What follows belongs to an exercise in optimizing a design on an open flow for small area, a short achievable clock period and few clock cycles per item; a production flow would make more cautious choices.
Function was checked by simulation only, so behaviour that the tests miss may differ from the original.

<file path="flow/run.sh">
#!/bin/bash
# synth_recipe.tcl (not shown) runs the flow's synth.tcl, then flattens the netlist and writes it again
# the make line also repeats each setting of config.mk as NAME=value (left out here)
make -C /OpenROAD-flow-scripts/flow DESIGN_CONFIG=/design/flow/config.mk WORK_HOME=/design/flow/orfs CLKGATE_MAP_FILE= SYNTH_SCRIPT=/design/flow/synth_recipe.tcl finish
</file>
<file path="flow/config.mk">
export PLATFORM = sky130hd
export DESIGN_NAME = tone_planner
export DESIGN_NICKNAME = tone_planner
export VERILOG_FILES = /design/flow/design.v
export SDC_FILE = /design/flow/constraint.sdc
export NUM_CORES = 4
export LEC_CHECK = 0
export CAP_MARGIN = 20
export CORE_MARGIN = 2
export CORE_UTILIZATION = 40
export SLEW_MARGIN = 20
</file>
<file path="flow/constraint.sdc">
create_clock -name core_clock -period 12.0 [get_ports {clk}]
set_input_delay 2.4000 -clock core_clock [delete_from_list [all_inputs] [get_ports {clk}]]
set_output_delay 2.4000 -clock core_clock [all_outputs]
set_load 0.01 [all_outputs]
</file>
<file path="flow/design.v">
module tone_planner (
    input  wire        clk,
    input  wire        rst,
    input  wire        in_valid,
    output wire        in_ready,
    input  wire        in_is_note,
    input  wire [7:0]  in_note,
    input  wire [15:0] in_freq,
    input  wire [15:0] in_dur,
    input  wire [7:0]  in_vol,
    output wire        out_valid,
    input  wire        out_ready,
    output reg  [15:0] out_freq,
    output reg         out_pre,
    output reg  [15:0] out_top,
    output reg  [15:0] out_duty,
    output reg  [15:0] out_timeout,
    output reg         out_fault
);
    localparam [2:0] S_IDLE  = 3'd0,
                     S_NOTE  = 3'd1,
                     S_PREP  = 3'd2,
                     S_DIV1  = 3'd3,
                     S_MUL   = 3'd4,
                     S_DIV2  = 3'd5,
                     S_DONE  = 3'd6;
    reg [2:0] state;
    reg        r_is_note;
    reg [7:0]  r_note;
    reg [15:0] r_freq;
    reg [15:0] r_dur;
    reg [7:0]  r_vol;
    reg [15:0] fw_eff;
    reg [3:0]  vol_eff;
    reg [14:0] f_div;      
    reg [13:0] f_hz;       
    reg [31:0] div_q;      
    reg [16:0] div_r;      
    reg [15:0] div_d;      
    reg [5:0]  div_cnt;
    assign in_ready  = (state == S_IDLE);
    assign out_valid = (state == S_DONE);
    function [9:0] note_table;
        input [3:0] k;
        begin
            case (k)
                4'd0:  note_table = 10'd412;
                4'd1:  note_table = 10'd437;
                4'd2:  note_table = 10'd462;
                4'd3:  note_table = 10'd490;
                4'd4:  note_table = 10'd519;
                4'd5:  note_table = 10'd550;
                4'd6:  note_table = 10'd583;
                4'd7:  note_table = 10'd617;
                4'd8:  note_table = 10'd654;
                4'd9:  note_table = 10'd693;
                4'd10: note_table = 10'd734;
                default: note_table = 10'd778;
            endcase
        end
    endfunction
    wire [7:0]  n_cl   = (r_note < 8'd16) ? 8'd16 : (r_note > 8'd111) ? 8'd111 : r_note;
    wire [6:0]  n_off  = n_cl - 8'd16;
    wire [2:0]  n_oct  = n_off / 7'd12;
    wire [3:0]  n_pc   = n_off % 7'd12;
    wire [9:0]  n_base = note_table(n_pc);
    wire [15:0] n_x    = {6'd0, n_base} << n_oct;
    wire [15:0] n_hz   = (n_x + 16'd5) / 16'd10;
    wire [15:0] n_top  = ({n_base, 6'd0} + 16'd2) / 16'd5;
    wire [15:0] n_freq = (n_oct == 3'd7) ? n_top :
                         (n_oct >= 3'd2) ? n_hz  : {1'b1, n_x[14:0]};
    wire        silent = r_is_note && ((r_note == 8'd255) || (r_vol == 8'd0));
    wire        tenths = fw_eff[15];
    wire [14:0] f_raw  = fw_eff[14:0];
    wire [14:0] f_lo   = tenths ? 15'd400 : 15'd40;
    wire [14:0] f_cl   = (f_raw < f_lo) ? f_lo :
                         (!tenths && f_raw > 15'd10000) ? 15'd10000 : f_raw;
    wire        div8   = tenths ? (f_cl <= 15'd2000) : (f_cl <= 15'd200);
    wire [26:0] rate   = div8 ? (tenths ? 27'd10000000 : 27'd1000000)
                              : (tenths ? 27'd80000000 : 27'd8000000);
    wire [26:0] num    = rate + {13'd0, f_cl[14:1]};
    wire [15:0] hz_t   = ({1'b0, f_cl} + 16'd5) / 16'd10;
    wire [13:0] hz     = tenths ? hz_t[13:0] : f_cl[13:0];
    wire [29:0] dur_hz = r_dur * f_hz;
    wire [16:0] div_sh  = {div_r[15:0], div_q[31]};
    wire [16:0] div_sub = div_sh - {1'b0, div_d};
    wire        div_ge  = !div_sub[16];
    always @(posedge clk) begin
        if (rst) begin
            state     <= S_IDLE;
            out_freq  <= 16'd0;
            out_pre   <= 1'b0;
            out_top   <= 16'd0;
            out_duty  <= 16'd0;
            out_timeout <= 16'd0;
            out_fault <= 1'b0;
        end else begin
            case (state)
                S_IDLE: begin
                    if (in_valid) begin
                        r_is_note <= in_is_note;
                        r_note    <= in_note;
                        r_freq    <= in_freq;
                        r_dur     <= in_dur;
                        r_vol     <= in_vol;
                        state     <= S_NOTE;
                    end
                end
                S_NOTE: begin
                    if (silent) begin
                        fw_eff  <= 16'd1000;
                        vol_eff <= 4'd0;
                    end else begin
                        fw_eff  <= r_is_note ? n_freq : r_freq;
                        vol_eff <= (r_vol > 8'd15) ? 4'd15 : r_vol[3:0];
                    end
                    state <= S_PREP;
                end
                S_PREP: begin
                    out_freq  <= {tenths, f_cl};
                    out_pre   <= div8;
                    out_fault <= 1'b0;
                    f_div     <= f_cl;
                    f_hz      <= hz;
                    div_q     <= {5'd0, num};
                    div_r     <= 17'd0;
                    div_d     <= {1'b0, f_cl};
                    div_cnt   <= 6'd0;
                    state     <= S_DIV1;
                end
                S_DIV1: begin
                    div_q   <= {div_q[30:0], div_ge};
                    div_r   <= div_ge ? div_sub : div_sh;
                    div_cnt <= div_cnt + 6'd1;
                    if (div_cnt == 6'd31) begin
                        out_top  <= {div_q[14:0], div_ge};
                        out_duty <= {div_q[14:0], div_ge} >> (5'd16 - {1'b0, vol_eff});
                        state    <= S_MUL;
                    end
                end
                S_MUL: begin
                    if (f_hz == 14'd1000) begin
                        out_timeout <= r_dur;
                        state       <= S_DONE;
                    end else if (dur_hz >= 30'd65536000) begin
                        out_fault <= 1'b1;
                        state     <= S_DONE;
                    end else begin
                        div_q   <= {2'd0, dur_hz};
                        div_r   <= 17'd0;
                        div_d   <= 16'd1000;
                        div_cnt <= 6'd0;
                        state   <= S_DIV2;
                    end
                end
                S_DIV2: begin
                    div_q   <= {div_q[30:0], div_ge};
                    div_r   <= div_ge ? div_sub : div_sh;
                    div_cnt <= div_cnt + 6'd1;
                    if (div_cnt == 6'd31) begin
                        out_timeout <= {div_q[14:0], div_ge};
                        state       <= S_DONE;
                    end
                end
                S_DONE: begin
                    if (out_ready)
                        state <= S_IDLE;
                end
                default: state <= S_IDLE;
            endcase
        end
    end
endmodule
</file>
==> metrics.csv <==
metric,value,unit
status,timing/DRC/antenna clean,
kind of critical path,reg2reg,
H-tree depth,1,
Mapped Nets,3331,
Setup Skew,0.0268,ns
PortBufs,120,
"most common cell after layout, fill and taps aside",nand2_1,
Detailed Route Iter0 Violations,1548,
max-cap check violation count,0,
most frequent cells in the layout,"nand2_1, inv_1, nor2_1, fa_1",
Core Footprint,0.0630,mm^2
cell accounting for the most synthesized area,edfxtp_1,
Slew @ Worst Pin,1.07,ns
worst min path class,reg2reg,
Final Setup Violations,0,
die width,256,um
worst relative slew slack,28.3,%
syn_area_per_cell,8.57,um^2
Tcrit/Tclk final,95.0,%
Syn Inst Count,2965,
share of post-route cells with drive strength above 1,8.37,%
Detailed Place HPWL,58000,um
Worst setup EP type,flip-flop,
Die Span Y,256,um
CP dominant cell by count,ha_1,
gpl congestion,0.917,
drt drc,0,
initial antenna violation count,0,
DR vias,23000,
vias in the first global route,22400,
Max Clk Rate,0.0877,GHz
Final Hold Viols,0,
first-pass GRT wire length,123000,um
first-pass detailed-route iteration total,6,
CP required,12.29,ns
fraction of registers with async set/reset,0,%
Post-Route WL,77500,um
CTS Sinks,221,
dominant synthesized flop cell,edfxtp_1,
clock transition at the registers of the reported paths,0.06,ns
"Slowest-stage cell, CP",edfxtp_1,
Starting Density,40.3,%
largest net degree at the start of global routing,77,
Worst-Skew Late Latency,0.59,ns
io pins,121,
Ant. Diodes,0,
Longest Clk Path Bufs,3,
Ys Warns,1,
sequential cell area fraction in the yosys report,23.4,%
CP peak stage delay,0.47,ns
Via-to-Cell Ratio,5.92,
Final TNS setup,0,ns
CTS tree,yes,
ANT nets after route,0,
final net count,3377,
fin crit period,11.40,ns
wire per inst,20.0,um
die area,0.0655,mm^2
Post-synth EDFFs,152,
Num CTS Buffers,29,
Crit Path Max Fanout,17,
CP startpoint kind,flip-flop,
Final Slew Violations,0,
synthesized area,0.0254,mm^2
synth top area cells,"edfxtp_1, fa_1, ha_1",
number of synthesized register bits,221,
P&R area growth vs syn,12.0,%
Global Route Usage Sum,23.0,%
Unique masters post-synth,131,
total gr overflow,0,
Inst Count DP,3813,
Crit path arrival time,11.69,ns
clock root buffer,clkbuf_16,
cell row count,92,
fin cells,3880,
Synth top area share,18.0,%
end-of-flow core utilization,45.2,%
==> cell families (layout without fill, tap and decap cells) <==
logic type,after synthesis,in the layout,synth area share [%]
AO/OA/AOI/OAI,783,783,22.8
XOR/XNOR,98,98,3.49
adder cells (fa/ha/maj),319,319,20.6
buffers and inverters,432,501,6.81
flip-flops,221,221,23.4
multiplexers,66,66,3.01
AND/OR/NAND/NOR,1046,1046,19.9
==> per-stage QoR <==
step	setup slack [ns]	area (um^2)	hold WS (ns)
2_1_floorplan	0.986	25400	0.481
3_3_place_gp	0.634	27400	0.445
3_5_place_dp	0.268	27400	0.447
4_1_cts	0.229	28300	0.455
5_1_grt	-0.0441	28400	0.469
6_report	0.602	28400	0.455
==> registers in the layout, summed over array words and instances, names as in the netlist, 8 cells and up <==
register / count
div_q: 32
div_r: 16
fw_eff: 16
out_duty: 16
out_freq: 16
out_timeout: 16
out_top: 16
r_dur: 16
r_freq: 16
div_d: 15
f_hz: 14
r_note: 8
r_vol: 8
==> cell type report <==
type | instances | area [um^2]
Clock buffer | 38 | 816
Timing Repair Buffer | 187 | 1700
Sequential cell | 221 | 5950
Multi-Input combinational cell | 2312 | 17800
Clock inverter | 16 | 116
Fill cell | 6155 | 34500
Tap cell | 846 | 1060
Inverter | 260 | 983
==> worst max-delay path: cells and delay by family, from the launching register on <==
family	cells	cell delay, ns
AOI/OAI and AO/OA	16	3.48
xor gates and xnor gates	1	0.15
adders and majority gates	7	2.09
buffers and inverters	5	0.87
DFF	1	0.47
muxes	1	0.14
and+or+nand+nor	17	3.87
==> cells in the mapped netlist (28+ instances only) <==
cell type  count
nand3_1       68
o21ai_0      123
nor4_1        29
and2_1       104
ha_1         146
dfxtp_1       69
nor2_1       226
a211oi_1      32
a21oi_1      153
a22oi_1       38
inv_1        252
a21o_1        36
fa_1         167
nor3_1        74
a311oi_1      28
mux2i_1       49
xnor2_1       63
edfxtp_1     152
xor2_1        33
clkbuf_1     133
nand2_1      385
==> metal layers <==
metal | up-vias | wire length, um | share of wire, % | GRT usage (%)
li1 | 10800 | - | - | -
met1 | 11300 | 33400 | 43 | 30.0
met2 | 718 | 37600 | 48 | 39.9
met3 | 137 | 4100 | 5.3 | 2.56
met4 | 0 | 2470 | 3.2 | 7.33
met5 | - | 0 | 0 | 0
==> repair_timing <==
action                                  4_1_cts  5_1_grt
setup buffers                                 0       13
hold buffers                                  0        0
endpoints found under the hold margin         0        0
gates resized for setup                       0        7
endpoints found under the setup margin        0        2
==> path summary, 6_finish.rpt <==
check        slack (ns)  startpoint    endpoint  cells past startpoint
max                0.60   r_note[4]   fw_eff[1]                     47
min                0.46  out_top[2]  out_top[2]                      2
min reg2reg        0.46  out_top[2]  out_top[2]                      2
max reg2reg        0.60   r_note[4]   fw_eff[1]                     47
Testbench counts, summed over its fixed seeds: cycles 220,800, items 3,200.

## re-timing with driven ports
How much do the figures lean on ideal ports? The routed layout below was timed once more, with nothing changed but the port constraints.
Step 1, drivers: a clkbuf_16 drives clk and a buf_2 each remaining input, both assumed.
Step 2 also shifts input and output timing later by t, the mid clock arrival at the registers, as if the neighbouring blocks saw the same clock.
Slacks: ideal ports / drivers / drivers and shift; pairs: ideal ports / drivers.
t, ns: 0.643
setup WS [ns]: 0.602 / 0.602 / 0.602
worst setup path after step 2: register to register
clock arrival spread, ns: 0.031 / 0.031
cell pins on the clock port's net: 1
After both steps this run still meets setup and hold. For this run, drivers alone change the setup slack by 0.000 ns; drivers and shift together by 0.000 ns.
